Context: an optimization exercise on an open-source flow, tuned for small area, a short achievable clock period and few clock cycles. The choices shown serve that exercise and are no tape-out recipe.
Where RTL was checked, it was by simulation tests only, not by an equivalence proof against the original.
Power figures rest on the tool's default switching activity, not on a simulated workload.

==> flow/design.v <==
module pix_decoder #(
    parameter W = 8,
    parameter H = 8
) (
    input  wire        clk,
    input  wire        rst,
    input  wire        start,
    input  wire [8:0]  plen,
    input  wire [15:0] ilen,
    output reg         busy,
    input  wire        pal_valid,
    input  wire [23:0] pal_data,
    output reg         pal_ready,
    input  wire        in_valid,
    input  wire [7:0]  in_data,
    output reg         in_ready,
    output reg         pix_valid,
    output reg  [23:0] pix_data,
    input  wire        pix_ready,
    output reg         done,
    output wire        err,
    output wire [7:0]  errcode,
    output wire [3:0]  bpp,
    output wire [8:0]  skipcnt,
    output reg  [19:0] trailbits
);
    localparam NMAX = W * H;
    localparam IW   = (NMAX > 1) ? $clog2(NMAX) : 1;    
    localparam CW   = $clog2(NMAX + 1);                   
    function [3:0] bits_per_pixel;
        input [8:0] n;
        integer k;
        begin
            bits_per_pixel = 4'd1;
            for (k = 1; k <= 8; k = k + 1)
                if (n > (1 << (k - 1)))
                    bits_per_pixel = k[3:0];
        end
    endfunction
    reg           err_r;          
    reg           e_empty;        
    reg           e_bad;          
    reg  [2:0]    b;              
    reg  [CW-1:0] skip;
    reg  [CW-1:0] plen_r;
    reg  [CW-1:0] pal_cnt;        
    reg  [IW-1:0] r;              
    reg  [15:0]   bytes_left;     
    reg           bz;             
    reg           b1;             
    assign err       = err_r;
    assign errcode   = {1'b0, e_bad, e_empty, e_empty, 2'b00, err_r, e_empty};
    assign bpp       = {1'b0, b};
    assign skipcnt   = {{(9-CW){1'b0}}, skip};
    reg  [24*NMAX-1:0] ring;
    reg  [7:0]    bb0, bb1, bb2;
    reg  [1:0]    f;              
    reg  [2:0]    p;              
    reg           hw;             
    reg           wcross;          
    reg  [CW-1:0] ndec;           
    reg           dec_done;       
    reg           qv0, qv1;
    reg  [IW-1:0] qi0, qi1;       
    reg           qb0, qb1;       
    reg  [IW-1:0] selh;           
    wire accept    = start && !busy;
    wire plen_bad  = (plen > NMAX);
    wire plen_zero = (plen == 9'd0);
    wire plen_ok   = !plen_bad && !plen_zero;
    wire take_pal  = pal_valid && pal_ready;
    wire take_byte = in_valid && in_ready;
    wire [15:0] w16   = {bb1, bb0} >> p;
    wire [5:0]  wmask = (6'd1 << b) - 6'd1;
    wire [5:0]  v     = w16[5:0] & wmask;
    wire        v_in  = ({1'b0, v} < plen_r);
    wire produce = busy && !dec_done && !qv1 && (hw || bz);
    wire consume = produce && hw;
    wire pop     = consume && wcross;
    wire push    = take_byte && !dec_done;
    wire nblk    = !hw || !v_in;
    wire [3:0] s_now = {1'b0, p} + {1'b0, b};         
    wire [2:0] p_adv = s_now[2:0];                    
    wire [3:0] s_adv = {1'b0, p_adv} + {1'b0, b};     
    wire [1:0] f_ap  = f - {1'b0, pop};
    wire [1:0] f_n   = f_ap + {1'b0, push};
    wire [3:0] s_n   = consume ? s_adv : s_now;
    wire       hw_n  = f_n[1] || (f_n == 2'd1 && s_n <= 4'd8);
    wire adv_out = !pix_valid || pix_ready;
    wire byp     = !qb0 && ({1'b0, qi0} == pal_cnt) && take_pal;
    wire ready_h = qb0 || ({1'b0, qi0} < pal_cnt) || byp;
    wire deq     = qv0 && ready_h && adv_out;
    wire [23:0] ring_in = take_pal ? pal_data : ring[24*NMAX-1 -: 24];
    reg  [23:0] ring_rd;
    integer k;
    always @(*) begin
        ring_rd = 24'h000000;
        for (k = 0; k < NMAX - 1; k = k + 1)
            ring_rd = ring_rd | (ring[24*k +: 24] & {24{!qb0 && selh == k}});
        ring_rd = ring_rd | (ring_in & {24{!qb0 && selh == NMAX - 1}});
    end
    wire pix_fin  = dec_done && !qv0 && !qv1 && adv_out;
    wire pal_fin  = (pal_cnt == plen_r) || (take_pal && (pal_cnt + 1'b1 == plen_r));
    wire byte_fin = bz || (b1 && take_byte);
    wire fin      = busy && pix_fin && pal_fin && byte_fin;
    always @(posedge clk)
        ring <= {ring[24*(NMAX-1)-1:0], ring_in};
    always @(posedge clk) begin
        if (rst) begin
            busy      <= 1'b0;
            done      <= 1'b0;
            pal_ready <= 1'b0;
            in_ready  <= 1'b0;
            qv0       <= 1'b0;
            qv1       <= 1'b0;
            pix_valid <= 1'b0;
        end else if (accept) begin
            done      <= !plen_ok;
            busy      <= plen_ok;
            err_r     <= !plen_ok;
            e_empty   <= plen_zero;
            e_bad     <= plen_bad;
            pal_ready <= plen_ok;
            in_ready  <= plen_ok && (ilen != 16'd0);
            begin
                b          <= bits_per_pixel(plen);
                plen_r     <= plen[CW-1:0];
                pal_cnt    <= {CW{1'b0}};
                r          <= {IW{1'b0}};
                bytes_left <= ilen;
                bz         <= (ilen == 16'd0);
                b1         <= (ilen == 16'd1);
                trailbits  <= {ilen, 3'b000};
                skip       <= {CW{1'b0}};
                ndec       <= {CW{1'b0}};
                dec_done   <= 1'b0;
                f          <= 2'd0;
                p          <= 3'd0;
                hw         <= 1'b0;
                wcross      <= 1'b0;
            end
        end else begin
            r <= r + 1'b1;
            if (fin) begin
                busy <= 1'b0;
                done <= 1'b1;
            end
            if (take_pal)
                pal_cnt <= pal_cnt + 1'b1;
            pal_ready <= busy && !fin && (take_pal ? (pal_cnt + 1'b1 < plen_r)
                                                   : (pal_cnt < plen_r && r + 1'b1 == pal_cnt[IW-1:0]));
            if (take_byte) begin
                bytes_left <= bytes_left - 1'b1;
                bz         <= b1;
                b1         <= (bytes_left == 16'd2);
            end
            in_ready <= busy && !fin && !byte_fin &&
                        (dec_done || (produce && ndec == NMAX - 1) || f_n != 2'd3);
            f <= f_n;
            if (push && f_ap == 2'd0) bb0 <= in_data;
            else if (pop)             bb0 <= bb1;
            if (push && f_ap == 2'd1) bb1 <= in_data;
            else if (pop)             bb1 <= bb2;
            if (push && f_ap == 2'd2) bb2 <= in_data;
            hw    <= hw_n;
            wcross <= s_n[3];
            if (produce) begin
                ndec <= ndec + 1'b1;
                if (ndec == NMAX - 1)
                    dec_done <= 1'b1;
            end
            if (consume) begin
                p         <= p_adv;
                trailbits <= trailbits - {17'd0, b};
                if (!v_in)
                    skip <= skip + 1'b1;
            end
            qv1 <= (qv1 || produce && qv0) && !deq;
            qv0 <= qv1 || (qv0 && !deq) || produce;
            if (produce) begin
                qi1 <= v;
                qb1 <= nblk;
            end
            if (deq || !qv0) begin
                if (qv1) begin
                    qi0  <= qi1;
                    qb0  <= qb1;
                    selh <= r - qi1;
                end else begin
                    qi0  <= v;
                    qb0  <= nblk;
                    selh <= r - v;
                end
            end else begin
                selh <= selh + 1'b1;
            end
            if (adv_out)
                pix_valid <= deq;
            if (deq)
                pix_data <= ring_rd;
        end
    end
endmodule
==> flow/config.mk <==
export PLATFORM = sky130hd
export DESIGN_NAME = pix_decoder
export DESIGN_NICKNAME = pix_decoder
export VERILOG_FILES = /design/flow/design.v
export SDC_FILE = /design/flow/constraint.sdc
export NUM_CORES = 4
export LEC_CHECK = 0
export ABC_CLOCK_PERIOD_IN_PS = 2500
export CAP_MARGIN = 20
export CORE_MARGIN = 2
export CORE_UTILIZATION = 40
export SLEW_MARGIN = 20
==> flow/constraint.sdc <==
create_clock -name core_clock -period 10.0 [get_ports {clk}]
set_input_delay 2.0000 -clock core_clock [delete_from_list [all_inputs] [get_ports {clk}]]
set_output_delay 2.0000 -clock core_clock [all_outputs]
set_load 0.01 [all_outputs]
standard.sh (not shown) runs the stock make flow with config.mk's settings and CLKGATE_MAP_FILE= SYNTH_SCRIPT=/design/flow/synth_recipe.tcl, a recipe that flattens the netlist after the stock synthesis.
==> flow/flow/run.sh <==
#!/bin/bash
# Layout flow: the standard flow (standard.sh, ORFS on the design's
# SDC and clock period), with timing repair asked to leave more setup slack
# than the 10 ns clock needs, so that the layout reaches a shorter period;
# plain buffers on the ports and no dummy clock-tree loads.
# Each tool's full output goes to standard.log and the ORFS logs.
export SETUP_SLACK_MARGIN=6.7
export BUFFER_PORTS_ARGS="-buffer_cell sky130_fd_sc_hd__buf_2"
export CTS_ARGS="-sink_clustering_enable -repair_clock_nets -dont_use_dummy_load"
bash standard.sh > standard.log 2>&1
Testbench counts at the start, summed over its fixed seeds: cycles 31,409.
Rerun with:
--- a/flow/design.v
+++ b/flow/design.v
@@ -88,25 +88,23 @@
     wire       hw_n  = f_n[1] || (f_n == 2'd1 && s_n <= 4'd8);
     wire adv_out = !pix_valid || pix_ready;
     wire byp     = !qb0 && ({1'b0, qi0} == pal_cnt) && take_pal;
     wire ready_h = qb0 || ({1'b0, qi0} < pal_cnt) || byp;
     wire deq     = qv0 && ready_h && adv_out;
-    wire [23:0] ring_in = take_pal ? pal_data : ring[24*NMAX-1 -: 24];
     reg  [23:0] ring_rd;
     integer k;
     always @(*) begin
         ring_rd = 24'h000000;
-        for (k = 0; k < NMAX - 1; k = k + 1)
+        for (k = 0; k < NMAX; k = k + 1)
             ring_rd = ring_rd | (ring[24*k +: 24] & {24{!qb0 && selh == k}});
-        ring_rd = ring_rd | (ring_in & {24{!qb0 && selh == NMAX - 1}});
     end
     wire pix_fin  = dec_done && !qv0 && !qv1 && adv_out;
     wire pal_fin  = (pal_cnt == plen_r) || (take_pal && (pal_cnt + 1'b1 == plen_r));
     wire byte_fin = bz || (b1 && take_byte);
     wire fin      = busy && pix_fin && pal_fin && byte_fin;
     always @(posedge clk)
-        ring <= {ring[24*(NMAX-1)-1:0], ring_in};
+        ring <= {ring[24*(NMAX-1)-1:0], take_pal ? pal_data : ring[24*NMAX-1 -: 24]};
     always @(posedge clk) begin
         if (rst) begin
             busy      <= 1'b0;
             done      <= 1'b0;
             pal_ready <= 1'b0;
@@ -195,9 +193,9 @@
                 selh <= selh + 1'b1;
             end
             if (adv_out)
                 pix_valid <= deq;
             if (deq)
-                pix_data <= ring_rd;
+                pix_data <= byp ? pal_data : ring_rd;
         end
     end
 endmodule
After rerunning:
- hold slack loses 0.028 ns
- power went up by a few percent
- sequential cell count does not change
- design area went up by a few percent
- synthesized area went up slightly
- cell count went up by a few percent
- count of clock-buffer cells in the layout went up by 5
- clock skew went down by 0.0082 ns
- global-route usage went up by 2.7 points
- routed wire length went up by roughly a tenth
- via count went up by a few percent
- first-iteration DRC count went up by a quarter to a third
- worst setup slack loses 0.021 ns
No functional check of the RTL was part of the second run of this note.

separate check: timing with driven ports:
The results above use ideal ports. As a check the final layouts listed here were re-extracted and re-timed, cells and wires unchanged.
Step 1 assumes that a clkbuf_16 drives the clock port and a buf_2 every other input.
Step 2 moves the port delays by t, midway between the first and last clock arrival at a register: inputs arrive t later, outputs are due t later. That takes back most of the time a late clock gives input paths.
Slacks: no drivers / after step 1 / after step 2; pairs: no drivers / after step 1.
run	shift t [ns]	setup WS [ns]	worst data-port slew with drivers (ns)
the first run	0.795	6.494 / 6.423 / 6.021	0.15
the second run	0.838	6.473 / 6.400 / 5.987	0.13
After both steps every run listed still meets setup and hold. The setup slack of the second run, which loses most, moves by -0.073 ns with the drivers and by -0.486 ns with both steps.
